Context: an optimization exercise on an open-source flow, tuned for small area, a short achievable clock period and few clock cycles. The choices shown serve that exercise and are no tape-out recipe. In this exercise RTL edits were held to simulation tests only and were not proved equivalent to the original. Power is estimated from default activity; no workload was simulated.

## fcodec
module fcodec (
    input  wire         clk,
    input  wire         rst,             
    input  wire         cfg_variant_b,   
    input  wire         cfg_deadline,    
    input  wire [3:0]   cfg_retry_limit, 
    input  wire         cfg_rx_verify,
    input  wire         cfg_rx_unstuff,
    input  wire         cfg_b_countbyte, 
    input  wire         cmd_valid,
    output wire         cmd_ready,
    input  wire [7:0]   cmd_op,
    input  wire [2:0]   cmd_name,
    input  wire [7:0]   cmd_dev,
    input  wire [3:0]   cmd_count,
    input  wire [95:0]  cmd_values,      
    output reg          busy,
    output reg          done,
    output reg          err,
    output reg  [3:0]   fault,
    output reg  [1:0]   finfo,
    output reg  [2:0]   rcount,
    output reg          rvalid,
    output wire [101:0] rv,              
    output reg          tx_valid,
    input  wire         tx_ready,
    output reg  [7:0]   tx_data,
    output reg          tx_last,
    input  wire         tx_fail,         
    output reg          rx_req,          
    input  wire         rx_valid,
    input  wire [7:0]   rx_data,
    input  wire         rx_end,          
    input  wire [1:0]   rx_status        
);
    localparam [3:0] F_NONE = 4'd0, F_UNKNOWN = 4'd1, F_TIMEOUT = 4'd2,
                     F_TRANSPORT = 4'd3, F_MALFORMED = 4'd4, F_BADCOUNT = 4'd5,
                     F_CHECKSUM = 4'd6, F_ILLEGAL = 4'd7;
    localparam [7:0] OP_WRREG = 8'h01, OP_RDREG = 8'h02, OP_RESET = 8'h0F;
    reg        is_wr;
    reg [2:0]  name_r;
    reg [2:0]  cnt;
    reg        vb, uns, cb, ver;
    reg        sb;           
    reg        waiting;      
    reg [3:0]  rem;          
    reg [4:0]  gidx;         
  ...
Size in the first run: roughly 1400 cells after synthesis, ~190 flip-flops, roughly 270 I/O pins, about 0.011 mm2 of cells after synthesis.
==> flow/config.mk <==
export PLATFORM = sky130hd
export DESIGN_NAME = fcodec
export DESIGN_NICKNAME = fcodec
export VERILOG_FILES = /design/flow/design.v
export SDC_FILE = /design/flow/constraint.sdc
export NUM_CORES = 4
export LEC_CHECK = 0
export ABC_AREA = 1
export CAP_MARGIN = 50
export CORE_MARGIN = 2
export CORE_UTILIZATION = 40
export CTS_CLUSTER_DIAMETER = 80
export CTS_CLUSTER_SIZE = 25
export PLACE_DENSITY = 0.6
export SETUP_SLACK_MARGIN = 5
export SLEW_MARGIN = 50
==> flow/constraint.sdc <==
create_clock -name core_clock -period 8.0 [get_ports {clk}]
set_input_delay 1.6000 -clock core_clock [delete_from_list [all_inputs] [get_ports {clk}]]
set_output_delay 1.6000 -clock core_clock [all_outputs]
set_load 0.01 [all_outputs]
standard.sh (not shown) runs the stock make flow with config.mk's settings and CLKGATE_MAP_FILE= SYNTH_SCRIPT=/design/flow/synth_recipe.tcl, a recipe that flattens the netlist after the stock synthesis.
==> flow/flow/run.sh <==
#!/bin/bash
# Standard ORFS layout (the standard.sh, unchanged synthesis), with two
# changes to how the layout is optimised:
#  - the port buffers inserted at global placement are the plain buffer
#    sky130_fd_sc_hd__buf_1 instead of the default choice;
set -euo pipefail
export BUFFER_PORTS_ARGS="-buffer_cell sky130_fd_sc_hd__buf_1"
bash standard.sh SETUP_SLACK_MARGIN=5.3 finish > standard.log 2>&1
The first run went through all stages and came out clean.
Testbench counts at the start, summed over its fixed seeds: cycles 99,641.
Edit:
--- a/flow/flow/run.sh
+++ b/flow/flow/run.sh
@@ -7,2 +7,2 @@
 export BUFFER_PORTS_ARGS="-buffer_cell sky130_fd_sc_hd__buf_1"
-bash standard.sh SETUP_SLACK_MARGIN=5.3 finish > standard.log 2>&1
+bash standard.sh SETUP_SLACK_MARGIN=5.2 finish > standard.log 2>&1
Result: The changed run finished clean; worst setup slack degrades by 31 ps; routed wire length barely changes; design area drops by 1.7%; first-iteration DRC count shrinks by 11%; final cell count goes down by 0.75%; synthesized cell count does not change; total power drops by 1.4%; sequential cell count stays the same; sequential share of layout area climbs by 0.54 points.

* * *

Another version of the RTL of fcodec (not shown whole).
Size: about 1300 cells after synthesis, ~200 flip-flops.
## fcodec
module fcodec (
    input  wire         clk,
    input  wire         rst,             
    input  wire         cfg_variant_b,   
    input  wire         cfg_deadline,    
    input  wire [3:0]   cfg_retry_limit, 
    input  wire         cfg_rx_verify,
    input  wire         cfg_rx_unstuff,
    input  wire         cfg_b_countbyte, 
    input  wire         cmd_valid,
    output wire         cmd_ready,
    input  wire [7:0]   cmd_op,
    input  wire [2:0]   cmd_name,
    input  wire [7:0]   cmd_dev,
    input  wire [3:0]   cmd_count,
    input  wire [95:0]  cmd_values,      
    output reg          busy,
    output reg          done,
    output reg          err,
    output reg  [3:0]   fault,
    output reg  [1:0]   finfo,
    output reg  [2:0]   rcount,
    output reg          rvalid,
    output wire [101:0] rv,              
    output reg          tx_valid,
    input  wire         tx_ready,
    output reg  [7:0]   tx_data,
    output reg          tx_last,
    input  wire         tx_fail,         
    output reg          rx_req,          
    input  wire         rx_valid,
  ...
Settings: LEC_CHECK=0, ABC_AREA=1, CAP_MARGIN=50, CORE_MARGIN=2, CORE_UTILIZATION=45, CTS_CLUSTER_DIAMETER=80, CTS_CLUSTER_SIZE=25, PLACE_DENSITY=0.6, SETUP_SLACK_MARGIN=5, SLEW_MARGIN=50; clock period 8.0 ns.
==> flow/flow/run.sh <==
#!/bin/bash
# Standard ORFS layout (the standard.sh, unchanged synthesis), with two
# changes to how the layout is optimised:
#  - the port buffers inserted at global placement are the plain buffer
#    sky130_fd_sc_hd__buf_1 instead of the default choice;
set -euo pipefail
export BUFFER_PORTS_ARGS="-buffer_cell sky130_fd_sc_hd__buf_1"
bash standard.sh SETUP_SLACK_MARGIN=5.25 finish > standard.log 2>&1
The baseline passed the timing, DRC and antenna checks.
Testbench counts at the start, summed over its fixed seeds: cycles 99,641.
Edit:
--- a/flow/flow/run.sh
+++ b/flow/flow/run.sh
@@ -8 +8 @@
-bash standard.sh SETUP_SLACK_MARGIN=5.25 finish > standard.log 2>&1
+bash standard.sh SETUP_SLACK_MARGIN=5.3 finish > standard.log 2>&1
Effect: Setup slack gains 0.041 ns; global-route usage is higher by 0.25 points; routed wire length is higher by 1.9%.
Edit:
- TNS_END_PERCENT: default -> 20
What happened:
- The changed run completed without violations
- worst setup slack degrades by 0.017 ns
- design area hardly moves
- routed wire length fell by 0.89%
- worst hold slack improves by 0.014 ns
- clock power rose by 3.2%
Edit:
- PLACE_DENSITY: 0.6 -> 0.65
- TNS_END_PERCENT: 20 -> default
Outcome: The new run ran to the end with no violations. Setup slack loses 0.0061 ns. Area after synthesis is unchanged. Clock-buffer cell count is lower by 1.
Edit:
- CORE_UTILIZATION: 45 -> 50
- PLACE_DENSITY: 0.65 -> 0.6
What happened:
- utilization goes up by 6.2 points
- total power goes up slightly
- final area stays flat
- maximum frequency goes up slightly
- setup slack is better by 0.032 ns
- non-clock buffer count goes up by 5
- final cell count goes down slightly
- die area goes down by roughly a tenth

* * *

Another version of the RTL of fcodec (not shown whole).
Size in the first run: about 1300 cells after synthesis, about 200 flip-flops, roughly 270 I/O pins, about 11000 um2 of cells after synthesis.
==> flow/config.mk <==
export PLATFORM = sky130hd
export DESIGN_NAME = fcodec
export DESIGN_NICKNAME = fcodec
export VERILOG_FILES = /design/flow/design.v
export SDC_FILE = /design/flow/constraint.sdc
export NUM_CORES = 4
export LEC_CHECK = 0
export ABC_AREA = 1
export CAP_MARGIN = 50
export CORE_MARGIN = 2
export CORE_UTILIZATION = 45
export CTS_CLUSTER_DIAMETER = 80
export CTS_CLUSTER_SIZE = 25
export PLACE_DENSITY = 0.6
export SETUP_SLACK_MARGIN = 5
export SLEW_MARGIN = 50
export TNS_END_PERCENT = 20
==> flow/constraint.sdc <==
create_clock -name core_clock -period 8.0 [get_ports {clk}]
set_input_delay 1.6000 -clock core_clock [delete_from_list [all_inputs] [get_ports {clk}]]
set_output_delay 1.6000 -clock core_clock [all_outputs]
set_load 0.01 [all_outputs]
==> flow/flow/run.sh <==
#!/bin/bash
# Standard ORFS layout (the standard.sh, unchanged synthesis), with two
# changes to how the layout is optimised:
#  - the port buffers inserted at global placement are the plain buffer
#    sky130_fd_sc_hd__buf_1 instead of the default choice;
set -euo pipefail
export BUFFER_PORTS_ARGS="-buffer_cell sky130_fd_sc_hd__buf_1"
bash standard.sh SETUP_SLACK_MARGIN=5.3 finish > standard.log 2>&1
Testbench counts at the start, summed over its fixed seeds: cycles 99,641.
Change:
- TNS_END_PERCENT: 20 -> unset
=> The changed run went through all stages and came out clean; final cell count stays flat; clock skew is higher by 0.0045 ns; cell area is about the same; power shrinks slightly.

re-timing with driven ports:
The flow's constraints put no driver on any port. The routed layouts listed below were extracted and timed again, unchanged, in two steps. Step 1 assumes that a clkbuf_16 drives the clock port and a buf_2 every other input. Step 2 also shifts input and output timing later by t, the mid clock arrival at the registers, as if the neighbouring blocks saw the same clock. Slacks: no drivers / after step 1 / after step 2; pairs: no drivers / after step 1.
| run | t (ns) | setup slack, ns | hold WS [ns] | worst data-port slew with drivers (ns) | pins driven straight from the clock port |
|---|---|---|---|---|---|
| the first run of note 1 | 0.489 | 5.302 / 5.252 / 4.846 | 0.469 / 0.469 / 0.469 | 0.07 | 1 |
| the second run of note 1 | 0.492 | 5.271 / 5.218 / 4.809 | 0.462 / 0.462 / 0.462 | 0.07 | 1 |
| the first run of note 2 | 0.487 | 5.285 / 5.249 / 4.829 | 0.467 / 0.467 / 0.467 | 0.05 | 1 |
| the second run of note 2 | 0.495 | 5.326 / 5.278 / 4.897 | 0.447 / 0.447 / 0.447 | 0.07 | 1 |
| the third run of note 2 | 0.487 | 5.309 / 5.260 / 4.852 | 0.461 / 0.461 / 0.461 | 0.07 | 1 |
| the fourth run of note 2 | 0.488 | 5.303 / 5.252 / 4.929 | 0.460 / 0.460 / 0.460 | 0.08 | 1 |
| the fifth run of note 2 | 0.477 | 5.334 / 5.288 / 4.896 | 0.461 / 0.461 / 0.461 | 0.07 | 1 |
| the first run of note 3 | 0.486 | 5.264 / 5.222 / 4.896 | 0.456 / 0.456 / 0.456 | 0.06 | 1 |
| the second run of note 3 | 0.485 | 5.326 / 5.276 / 4.948 | 0.455 / 0.455 / 0.455 | 0.06 | 1 |
After both steps setup and hold are still met in every run listed. The setup slack of the second run of note 1, which loses most, moves by -0.053 ns with the drivers and by -0.462 ns with both steps.
